Background: an optimization exercise with open tools, aiming at small area, a short achievable clock period and few clock cycles. Do not read the settings as production practice.
Function was checked by simulation only, so behaviour that the tests miss may differ from the original.

**design/flow/run.sh**
```bash
#!/bin/bash
# synth_recipe.tcl (not shown) runs the flow's synth.tcl, then flattens the netlist and writes it again
# the make line also repeats each setting of config.mk as NAME=value (left out here)
make -C /OpenROAD-flow-scripts/flow DESIGN_CONFIG=/design/flow/config.mk WORK_HOME=/design/flow/orfs CLKGATE_MAP_FILE= SYNTH_SCRIPT=/design/flow/synth_recipe.tcl finish
```
**design/flow/config.mk**
```make
export PLATFORM = sky130hd
export DESIGN_NAME = field_arith_unit
export DESIGN_NICKNAME = field_arith_unit
export VERILOG_FILES = /design/flow/design.v
export SDC_FILE = /design/flow/constraint.sdc
export NUM_CORES = 4
export LEC_CHECK = 0
export CAP_MARGIN = 20
export CORE_MARGIN = 2
export CORE_UTILIZATION = 40
export PLACE_DENSITY = 0.6
export SLEW_MARGIN = 20
```
**design/flow/constraint.sdc**
```tcl
create_clock -name core_clock -period 18.0 [get_ports {clk}]
set_input_delay 3.6000 -clock core_clock [delete_from_list [all_inputs] [get_ports {clk}]]
set_output_delay 3.6000 -clock core_clock [all_outputs]
set_load 0.01 [all_outputs]
```
**design/flow/design.v**
```verilog
module field_arith_unit (
  input  wire         clk,
  input  wire         rst,
  input  wire         start,
  input  wire         op,
  input  wire         curve,
  input  wire [191:0] a,
  input  wire [191:0] b,
  output wire         ready,
  output reg          done,
  output reg          err,
  output wire [191:0] result
);
  localparam [159:0] P_112 = 160'h0000_0000_0000_FFFF_FFFF_FFFF_FFFF_FFFF_FFFF_FDE7;
  localparam [159:0] P_160 = 160'hFFFF_FFFF_FFFF_FFFF_FFFF_FFFF_FFFF_FFFF_FFFC_808F;
  localparam [17:0]  C_112 = 18'h00219;
  localparam [17:0]  C_160 = 18'h37F71;
  localparam [2:0] S_IDLE   = 3'd0;
  localparam [2:0] S_SETUP  = 3'd1;
  localparam [2:0] S_MSTEP  = 3'd2;
  localparam [2:0] S_PCPA   = 3'd3;
  localparam [2:0] S_PCANON = 3'd4;
  localparam [2:0] S_EEA    = 3'd5;
  reg  [2:0]    st;
  reg           rdy;
  reg           op_q, curve_q;
  reg  [191:0]  A, B;
  reg  [177:0]  S, C, R;
  reg  [15:0]   Dg;
  reg  [3:0]    idx;
  reg           msel, dsel, one, fin;
  reg  [10:0]   delta;
  reg           swap_r, godd_r, gz_r, eefirst, errz;
  reg           t_cpa, t_canon, t_err, cc;
  assign ready  = rdy;
  assign result = {32'd0, R[159:0]};
  wire [159:0] Pc = curve_q ? P_160 : P_112;
  wire [160:0] M = one ? 161'd1 : (msel ? B[160:0] : A[160:0]);
  wire [143:0] lo_s = curve_q ? S[143:0] : {48'd0, S[95:0]};
  wire [143:0] lo_c = curve_q ? C[143:0] : {48'd0, C[95:0]};
  wire [33:0]  hi_s = curve_q ? S[177:144] : S[129:96];
  wire [33:0]  hi_c = curve_q ? C[177:144] : C[129:96];
  wire [33:0]  H    = hi_s + hi_c;
  wire [51:0]  HC   = curve_q ? H * C_160 : H * C_112;
  wire [177:0] op_s = {{18{1'b0}}, lo_s, 16'd0};
  wire [177:0] op_c = {{18{1'b0}}, lo_c, 16'd0};
  wire [177:0] op_h = {{126{1'b0}}, HC};
  wire [177:0] pp0 = {{17{1'b0}}, M & {161{Dg[0]}}} << 0;
  wire [177:0] pp1 = {{17{1'b0}}, M & {161{Dg[1]}}} << 1;
  wire [177:0] pp2 = {{17{1'b0}}, M & {161{Dg[2]}}} << 2;
  wire [177:0] pp3 = {{17{1'b0}}, M & {161{Dg[3]}}} << 3;
  wire [177:0] pp4 = {{17{1'b0}}, M & {161{Dg[4]}}} << 4;
  wire [177:0] pp5 = {{17{1'b0}}, M & {161{Dg[5]}}} << 5;
  wire [177:0] pp6 = {{17{1'b0}}, M & {161{Dg[6]}}} << 6;
  wire [177:0] pp7 = {{17{1'b0}}, M & {161{Dg[7]}}} << 7;
  wire [177:0] pp8 = {{17{1'b0}}, M & {161{Dg[8]}}} << 8;
  wire [177:0] pp9 = {{17{1'b0}}, M & {161{Dg[9]}}} << 9;
  wire [177:0] pp10 = {{17{1'b0}}, M & {161{Dg[10]}}} << 10;
  wire [177:0] pp11 = {{17{1'b0}}, M & {161{Dg[11]}}} << 11;
  wire [177:0] pp12 = {{17{1'b0}}, M & {161{Dg[12]}}} << 12;
  wire [177:0] pp13 = {{17{1'b0}}, M & {161{Dg[13]}}} << 13;
  wire [177:0] pp14 = {{17{1'b0}}, M & {161{Dg[14]}}} << 14;
  wire [177:0] pp15 = {{17{1'b0}}, M & {161{Dg[15]}}} << 15;
  wire [177:0] cs0_s = pp0 ^ pp1 ^ pp2;
  wire [177:0] cs0_m = (pp0 & pp1) | (pp0 & pp2) | (pp1 & pp2);
  wire [177:0] cs0_c = {cs0_m[176:0], 1'b0};
  wire [177:0] cs1_s = pp3 ^ pp4 ^ pp5;
  wire [177:0] cs1_m = (pp3 & pp4) | (pp3 & pp5) | (pp4 & pp5);
  wire [177:0] cs1_c = {cs1_m[176:0], 1'b0};
  wire [177:0] cs2_s = pp6 ^ pp7 ^ pp8;
  wire [177:0] cs2_m = (pp6 & pp7) | (pp6 & pp8) | (pp7 & pp8);
  wire [177:0] cs2_c = {cs2_m[176:0], 1'b0};
  wire [177:0] cs3_s = pp9 ^ pp10 ^ pp11;
  wire [177:0] cs3_m = (pp9 & pp10) | (pp9 & pp11) | (pp10 & pp11);
  wire [177:0] cs3_c = {cs3_m[176:0], 1'b0};
  wire [177:0] cs4_s = pp12 ^ pp13 ^ pp14;
  wire [177:0] cs4_m = (pp12 & pp13) | (pp12 & pp14) | (pp13 & pp14);
  wire [177:0] cs4_c = {cs4_m[176:0], 1'b0};
  wire [177:0] cs5_s = pp15 ^ op_s ^ op_c;
  wire [177:0] cs5_m = (pp15 & op_s) | (pp15 & op_c) | (op_s & op_c);
  wire [177:0] cs5_c = {cs5_m[176:0], 1'b0};
  wire [177:0] cs6_s = cs0_s ^ cs0_c ^ cs1_s;
  wire [177:0] cs6_m = (cs0_s & cs0_c) | (cs0_s & cs1_s) | (cs0_c & cs1_s);
  wire [177:0] cs6_c = {cs6_m[176:0], 1'b0};
  wire [177:0] cs7_s = cs1_c ^ cs2_s ^ cs2_c;
  wire [177:0] cs7_m = (cs1_c & cs2_s) | (cs1_c & cs2_c) | (cs2_s & cs2_c);
  wire [177:0] cs7_c = {cs7_m[176:0], 1'b0};
  wire [177:0] cs8_s = cs3_s ^ cs3_c ^ cs4_s;
  wire [177:0] cs8_m = (cs3_s & cs3_c) | (cs3_s & cs4_s) | (cs3_c & cs4_s);
  wire [177:0] cs8_c = {cs8_m[176:0], 1'b0};
  wire [177:0] cs9_s = cs4_c ^ cs5_s ^ cs5_c;
  wire [177:0] cs9_m = (cs4_c & cs5_s) | (cs4_c & cs5_c) | (cs5_s & cs5_c);
  wire [177:0] cs9_c = {cs9_m[176:0], 1'b0};
  wire [177:0] cs10_s = cs6_s ^ cs6_c ^ cs7_s;
  wire [177:0] cs10_m = (cs6_s & cs6_c) | (cs6_s & cs7_s) | (cs6_c & cs7_s);
  wire [177:0] cs10_c = {cs10_m[176:0], 1'b0};
  wire [177:0] cs11_s = cs7_c ^ cs8_s ^ cs8_c;
  wire [177:0] cs11_m = (cs7_c & cs8_s) | (cs7_c & cs8_c) | (cs8_s & cs8_c);
  wire [177:0] cs11_c = {cs11_m[176:0], 1'b0};
  wire [177:0] cs12_s = cs9_s ^ cs9_c ^ cs10_s;
  wire [177:0] cs12_m = (cs9_s & cs9_c) | (cs9_s & cs10_s) | (cs9_c & cs10_s);
  wire [177:0] cs12_c = {cs12_m[176:0], 1'b0};
  wire [177:0] cs13_s = cs10_c ^ cs11_s ^ cs11_c;
  wire [177:0] cs13_m = (cs10_c & cs11_s) | (cs10_c & cs11_c) | (cs11_s & cs11_c);
  wire [177:0] cs13_c = {cs13_m[176:0], 1'b0};
  wire [177:0] cs14_s = cs12_s ^ cs12_c ^ cs13_s;
  wire [177:0] cs14_m = (cs12_s & cs12_c) | (cs12_s & cs13_s) | (cs12_c & cs13_s);
  wire [177:0] cs14_c = {cs14_m[176:0], 1'b0};
  wire [177:0] cs15_s = cs13_c ^ op_h ^ cs14_s;
  wire [177:0] cs15_m = (cs13_c & op_h) | (cs13_c & cs14_s) | (op_h & cs14_s);
  wire [177:0] cs15_c = {cs15_m[176:0], 1'b0};
  wire [177:0] cs16_s = cs14_c ^ cs15_s ^ cs15_c;
  wire [177:0] cs16_m = (cs14_c & cs15_s) | (cs14_c & cs15_c) | (cs15_s & cs15_c);
  wire [177:0] cs16_c = {cs16_m[176:0], 1'b0};
  wire [177:0] tree_s = cs16_s;
  wire [177:0] tree_c = cs16_c;
  function [15:0] digit;
    input [191:0] src;
    input [3:0] i;
    begin
      case (i)
        4'd0: digit = src[15:0];
        4'd1: digit = src[31:16];
        4'd2: digit = src[47:32];
        4'd3: digit = src[63:48];
        4'd4: digit = src[79:64];
        4'd5: digit = src[95:80];
        4'd6: digit = src[111:96];
        4'd7: digit = src[127:112];
        4'd8: digit = src[143:128];
        4'd9: digit = src[159:144];
        4'd10: digit = src[175:160];
        4'd11: digit = src[191:176];
        default: digit = 16'd0;
      endcase
    end
  endfunction
  wire [191:0] dsrc = dsel ? A : B;
  wire         ee     = (st == S_EEA);
  wire         efin   = ee & gz_r;
  wire         estep  = ee & ~gz_r;
  wire         fneg   = A[161];
  wire         yneg   = efin ? fneg : (estep & swap_r);
  wire         yuse   = ~estep | swap_r | godd_r;
  wire [177:0] Xv     = efin ? 178'd0 : C;
  wire [177:0] Yv     = yuse ? (yneg ? ~S : S) : 178'd0;
  wire         pi     = C[0] ^ (S[0] & yuse);
  wire [177:0] Zv     = efin ? {{9{1'b0}}, Pc, 9'd0} :
                        ((estep & pi) ? {{18{1'b0}}, Pc} : 178'd0);
  wire [177:0] ca_s   = Xv ^ Yv ^ Zv;
  wire [177:0] ca_m   = (Xv & Yv) | (Xv & Zv) | (Yv & Zv);
  wire [177:0] ca_c   = {ca_m[176:0], yneg};
  wire [177:0] cpa    = ca_s + ca_c;
  wire [177:0] e_next = {cpa[177], cpa[177:1]};
  wire [161:0] fv    = A[161:0];
  wire [161:0] gv    = B[161:0];
  wire [161:0] fadd  = swap_r ? ~fv : (godd_r ? fv : 162'd0);
  wire [161:0] gsum  = gv + fadd + {161'd0, swap_r};
  wire [161:0] g_next = {gsum[161], gsum[161:1]};
  wire [10:0]   d_next = swap_r ? (11'd1 - delta) : (11'd1 + delta);
  wire          gz_now = ~|gv;
  wire [17:0]  vh  = cc ? R[177:160] : R[129:112];
  wire [159:0] vl  = cc ? R[159:0] : {48'd0, R[111:0]};
  wire [35:0]  hc1 = cc ? vh * C_160 : vh * C_112;
  wire [36:0]  hc2 = hc1 + (cc ? C_160 : C_112);
  wire [40:0]  L1  = vl[39:0] + hc1;
  wire [40:0]  L2  = vl[39:0] + hc2;
  wire [119:0] U   = vl[159:40];
  wire [119:0] Ui  = U + 120'd1;
  wire         ao  = cc ? &U : &U[71:0];
  wire         ge  = L2[40] & ao;
  wire [159:0] canon = ge ? {120'd0, L2[39:0]} : {(L1[40] ? Ui : U), L1[39:0]};
  wire a_small  = curve_q ? ~|A[191:161] : ~|A[191:113];
  wire a_dsmall = curve_q ? ~|A[191:160] : ~|A[191:112];
  wire b_small  = curve_q ? ~|B[191:161] : ~|B[191:113];
  wire b_dsmall = curve_q ? ~|B[191:160] : ~|B[191:112];
  wire [3:0] nlast = curve_q ? 4'd9 : 4'd6;
  wire accept = start & rdy & ~rst;
  reg [3:0] s_idx;
  reg          s_msel, s_dsel, s_one, s_fin;
  always @* begin
    s_msel = 1'b0; s_dsel = 1'b0; s_one = 1'b0; s_fin = 1'b1;
    s_idx  = 4'd11;
    if (op_q) begin
      s_one = 1'b1; s_dsel = 1'b1; s_fin = 1'b0;
      s_idx = a_dsmall ? nlast : 4'd11;
    end else if (a_small) begin
      s_idx = b_dsmall ? nlast : 4'd11;
    end else if (b_small) begin
      s_msel = 1'b1; s_dsel = 1'b1;
    end else begin
      s_one = 1'b1; s_fin = 1'b0;
    end
  end
  wire [191:0] s_src = s_dsel ? A : B;
  always @(posedge clk) begin
    if (rdy) begin
      A       <= a;
      B       <= b;
      op_q    <= op;
      curve_q <= curve;
    end
    case (st)
      S_SETUP: begin
        msel <= s_msel; dsel <= s_dsel; one <= s_one; fin <= s_fin;
        idx  <= s_idx;
        Dg   <= digit(s_src, s_idx);
        S    <= 178'd0;
        C    <= 178'd0;
      end
      S_MSTEP: begin
        S <= tree_s;
        C <= tree_c;
        if (idx != 4'd0) begin
          idx <= idx - 4'd1;
          Dg  <= digit(dsrc, idx - 4'd1);
        end
      end
      S_PCPA: begin
        R <= cpa;
      end
      S_PCANON: begin
        R <= {{18{1'b0}}, canon};
        B <= {32'd0, canon};
        if (!op_q) begin
          msel <= 1'b1; dsel <= 1'b1; one <= 1'b0; fin <= 1'b1;
          idx  <= 4'd11;
          Dg   <= digit(A, 4'd11);
          S    <= 178'd0;
          C    <= 178'd0;
        end else begin
          A[161:0] <= {2'd0, Pc};
          S       <= 178'd0;
          C       <= 178'd1;
          delta   <= 11'd1;
          swap_r  <= canon[0];
          godd_r  <= canon[0];
          gz_r    <= 1'b0;
          eefirst <= 1'b1;
        end
      end
      S_EEA: begin
        if (gz_r) begin
          R <= cpa;
        end else begin
          if (swap_r) begin
            A[161:0] <= gv;
            S <= C;
          end
          B[161:0] <= g_next;
          C <= e_next;
          delta  <= d_next;
          swap_r <= ~d_next[10] & (|d_next) & g_next[0];
          godd_r <= g_next[0];
          gz_r   <= gz_now;
          eefirst <= 1'b0;
          if (eefirst) errz <= gz_now;
        end
      end
      default: ;
    endcase
    if (t_cpa) R <= cpa;
    if (t_canon) R <= {{18{1'b0}}, canon};
    if (t_canon) err <= t_err;
    if (rst) begin
      st      <= S_IDLE;
      rdy     <= 1'b0;
      t_cpa   <= 1'b0;
      t_canon <= 1'b0;
      done    <= 1'b0;
    end else begin
      done    <= t_canon;
      t_canon <= t_cpa;
      t_cpa   <= 1'b0;
      case (st)
        S_IDLE: begin
          rdy <= 1'b1;
          if (accept) begin
            st  <= S_SETUP;
            rdy <= 1'b0;
          end
        end
        S_SETUP: begin
          st <= S_MSTEP;
          rdy <= 1'b0;
        end
        S_MSTEP: begin
          rdy <= fin & (idx == 4'd1);
          if (idx == 4'd0) begin
            cc <= curve_q;
            if (fin) begin
              t_cpa <= 1'b1;
              t_err <= 1'b0;
              if (accept) begin
                st  <= S_SETUP;
                rdy <= 1'b0;
              end else begin
                st  <= S_IDLE;
                rdy <= 1'b1;
              end
            end else begin
              st <= S_PCPA;
            end
          end
        end
        S_PCPA: begin
          st <= S_PCANON;
        end
        S_PCANON: begin
          st <= op_q ? S_EEA : S_MSTEP;
        end
        S_EEA: begin
          if (gz_r) begin
            t_canon <= 1'b1;
            t_err   <= errz;
            cc      <= curve_q;
            st      <= S_IDLE;
            rdy     <= 1'b1;
          end
        end
        default: begin
          st  <= S_IDLE;
          rdy <= 1'b0;
        end
      endcase
    end
  end
endmodule
```
==> impl_results.md <==
* Reg-to-reg slack, setup at 4.97 ns
* Min cycle time layout at 13.03 ns
* Worst Tran Pin Value at 1.403 ns
* Number of vias after detailed routing at 166600
* Fraction of layout cells with a size suffix above 1 at 6.221%
* Placement-stage cell area at 207400 um^2
* RSZ-0062 raised after global routing: no
* Total negative slack for setup checks at 0 ns
* P&R area growth vs syn at 9.021%
* Detailed router's first-iteration violation count at 19820
* Design Area, Final at 212500 um^2
* Critical path's slowest cell: sky130_fd_sc_hd__buf_12
* Full die area at 492900 um^2
* Vias in the first global route at 167700
* Cells after synthesis at 21580
* # placed instances at 27740
* Max transition margin at 3.798%
* Number of buffers inserted during clock tree synthesis at 138
* Origin of the worst min-delay path: R[165]$_SDFFE_PP0P_
* Total Nets Final at 26320
* Hold Slack at 0.4815 ns
* Dominant synthesized flop cell: sky130_fd_sc_hd__edfxtp_1
* Area of the placeable core at 485600 um^2
* Buffers inserted by post-CTS timing repair at 0
* Num Clock Sinks at 970
* Clock tree buffer depth at 4
* Endpoint kind of the worst setup timing path: register
* GR Util All Layers at 39.44%
* # port buffers at 551
* Via density at 5.938
* ANT nets after route at 0
* Number of synthesis warnings at 1
* Share of synthesized flip-flops with an asynchronous set or reset at 0%
* Fraction of the yosys area taken by sequential cells at 13.00%
* Most Frequent Cell on Critical Path: sky130_fd_sc_hd__fa_1
* Die height at 702.1 um
* Total global routing overflow at 0
* Gates resized, CTS repair at 0
* H-Tree Depth at 4
* Clock tree from TritonCTS: built
* DR pass1 iterations at 10
* R2R depth at 39
* Top-area cell type share of the netlist area at 33.83%
* CTS hold repair buffers at 0
* Post-synthesis area per instance at 9.035 um^2
* Biggest area consumer among synthesized cells: sky130_fd_sc_hd__fa_1
* Number of enable-type register cells in the synthesized netlist at 591
* Initial Utilization at 40.14%
* Origin of the critical flop-to-flop path: curve_q$_DFFE_PP_
* Largest fanout of any net on the critical path at 193
* Fin Clk Skew at 0.1388 ns
* Die boundary width at 702.1 um
* Flip-flop and latch area at 25340 um^2
* Remaining design rule violation count at 0
* Crit share post-route at 72.39%
* Maximum frequency from static timing analysis at 0.07675 GHz
* Number of synthesized register bits at 970
* Outcome: no timing/DRC/antenna violations
* Number of standard cells in the final layout excluding fillers at 28050
* CP required at 18.67 ns
* Post-detail-place hpwl at 806.4 mm
* Filler cell count in the final layout at 48120
* Number of unique standard cell types used by synthesis at 115
* Clock transition time at the flip-flop clock pins of the worst setup and hold paths at 0.07 ns
* Cells taking the most area after synthesis: sky130_fd_sc_hd__fa_1, sky130_fd_sc_hd__edfxtp_1, sky130_fd_sc_hd__ha_1
* Rows at 256
* Count of endpoints failing hold in the final timing report at 0
* Cell at the root of the clock tree: sky130_fd_sc_hd__clkbuf_16
* Critical Path Max Stage Delay at 0.58 ns
* Drt wl/cell at 35.03 um
* Leading post-synthesis cells by instance count: sky130_fd_sc_hd__fa_1, sky130_fd_sc_hd__inv_1, sky130_fd_sc_hd__nand2_1, sky130_fd_sc_hd__and2_1, sky130_fd_sc_hd__ha_1
* Area of the multi-input gates at 152100 um^2
* Hold WC Path Type: reg -> reg
* Setup-violating endpoint count in the final report at 0
* Io pins at 584
* Wire length of the first global-routing pass at 1356 mm
* Final-report max-slew violation count at 0
* Final wirelength at 982.4 mm
* Antenna violations before repair at 129
* Share of the core filled with cells in the final layout at 43.77%
* Source-to-sink clock delay at the later pin of the worst-skew pair at 0.99 ns
* Reported max-cap violation count at 0
* R2R Path End: S[50]$_DFFE_PP_
* Most instantiated library cell after synthesis: sky130_fd_sc_hd__fa_1
* Cell depth of the worst min-delay path at 1
* Endpoint, Worst Hold: R[165]$_SDFFE_PP0P_
* Global placer's final weighted congestion at 1.069
* Pin count of the biggest net entering global routing at 192
* Startpoint types: register
* Area of the mapped netlist at 194900 um^2
* Data arrival time at the worst-slack endpoint at 13.70 ns
* CP Class: reg -> reg
worst max path at each step:
stage                       startpoint              end  slack, ns  cells past startpoint
detailed placement   curve_q$_DFFE_PP_  S[51]$_DFFE_PP_       5.20                     42
floorplan           st[0]$_SDFFE_PP0P_   S[0]$_DFFE_PP_       4.50                      6
global placement     curve_q$_DFFE_PP_  S[51]$_DFFE_PP_       5.20                     42
finish               curve_q$_DFFE_PP_  S[50]$_DFFE_PP_       4.97                     39
CTS                  curve_q$_DFFE_PP_  S[51]$_DFFE_PP_       5.25                     42
global route         curve_q$_DFFE_PP_  S[50]$_DFFE_PP_       4.47                     42
area by class of cell:
| class | count | area share [%] |
|---|---|---|
| Timing Repair Buffer | 1091 | 4.637 |
| Sequential cell | 970 | 11.92 |
| Tap cell | 6450 | 3.797 |
| Antenna cell | 60 | 0.07065 |
| Clock buffer | 173 | 1.774 |
| Multi-Input combinational cell | 15950 | 71.55 |
| Clock inverter | 73 | 0.4368 |
| Inverter | 3284 | 5.805 |
kinds of logic (layout without fill, tap and decap cells):
group / count (synthesis) / after routing / share of synthesized area, %
buf+inv: 4689 / 4621 / 9.433
fa+ha+maj: 4501 / 4501 / 41.58
other cells: 1 / 92 / 0.001924
simple gates: 6206 / 6206 / 15.68
flops: 970 / 970 / 13.00
xor+xnor: 876 / 876 / 3.936
compound gates: 3431 / 3431 / 11.54
mux: 902 / 902 / 4.841
registers in the layout, indices dropped and copies added, names as in the netlist, 3 cells and up:
signal  cells
S         178
A         192
Dg         16
C         178
st          3
B         192
delta      11
idx         4
R         178
layer usage:
| layer | track usage (%) | vias up | part of all wire, % |
|---|---|---|---|
| met5 | 0 | - | 0.025 |
| met4 | 23.70 | 40 | 7.5 |
| met3 | 11.61 | 1866 | 11 |
| met2 | 57.19 | 9300 | 42 |
| met1 | 51.87 | 86080 | 40 |
| li1 | - | 69280 | - |
cell usage in the layout, fill, tap and decap left out, types with 376 or more instances in the layout:
master,n
sky130_fd_sc_hd__ha_1,1207
sky130_fd_sc_hd__edfxtp_1,591
sky130_fd_sc_hd__dfxtp_1,376
sky130_fd_sc_hd__fa_1,3294
sky130_fd_sc_hd__mux2i_1,559
sky130_fd_sc_hd__clkdlybuf4s50_1,551
sky130_fd_sc_hd__xnor2_1,573
sky130_fd_sc_hd__inv_1,3278
sky130_fd_sc_hd__nand2_1,2328
sky130_fd_sc_hd__and2_1,1838
sky130_fd_sc_hd__o21ai_0,722
sky130_fd_sc_hd__nor2_1,872
sky130_fd_sc_hd__buf_4,516
sky130_fd_sc_hd__a21oi_1,949
metrics by stage:
step	worst slack (ns)
floorplan	4.496
global placement	5.204
CTS	5.245
global route	4.468
finish	4.970
detailed placement	5.203
worst max-delay path: cells and delay by family (launching register included):
| family | cells | cell delay [ns] |
|---|---|---|
| mux | 1 | 0.42 |
| buf+inv | 4 | 0.78 |
| flops | 1 | 0.37 |
| simple gates | 2 | 0.44 |
| fa+ha+maj | 11 | 4.89 |
| xor+xnor | 3 | 0.91 |
| compound gates | 18 | 4.76 |
Testbench counts, summed over its fixed seeds: cycles 22,118.

==> port drivers added, routing unchanged <==
No port has a modelled driver above. Below, the same layout with a new extraction and two added sets of constraints. Step 1: set_driving_cell puts a clkbuf_16 on clk and a buf_2 on each other input, an assumption about the parent block. Step 2, shift: input delay + t, output delay - t, t = (earliest + latest rising clock arrival at the registers) / 2. This alone moves slack from input paths to output paths. a / b / c = ideal ports / drivers / drivers and shift; a / b = the first two.
t, ns: 1.051
slack for setup (ns): 4.970 / 4.970 / 4.970
worst setup path at the end: register to register
After both steps this run still meets setup and hold. For this run, drivers alone change the setup slack by 0.000 ns; drivers and shift together by 0.000 ns.
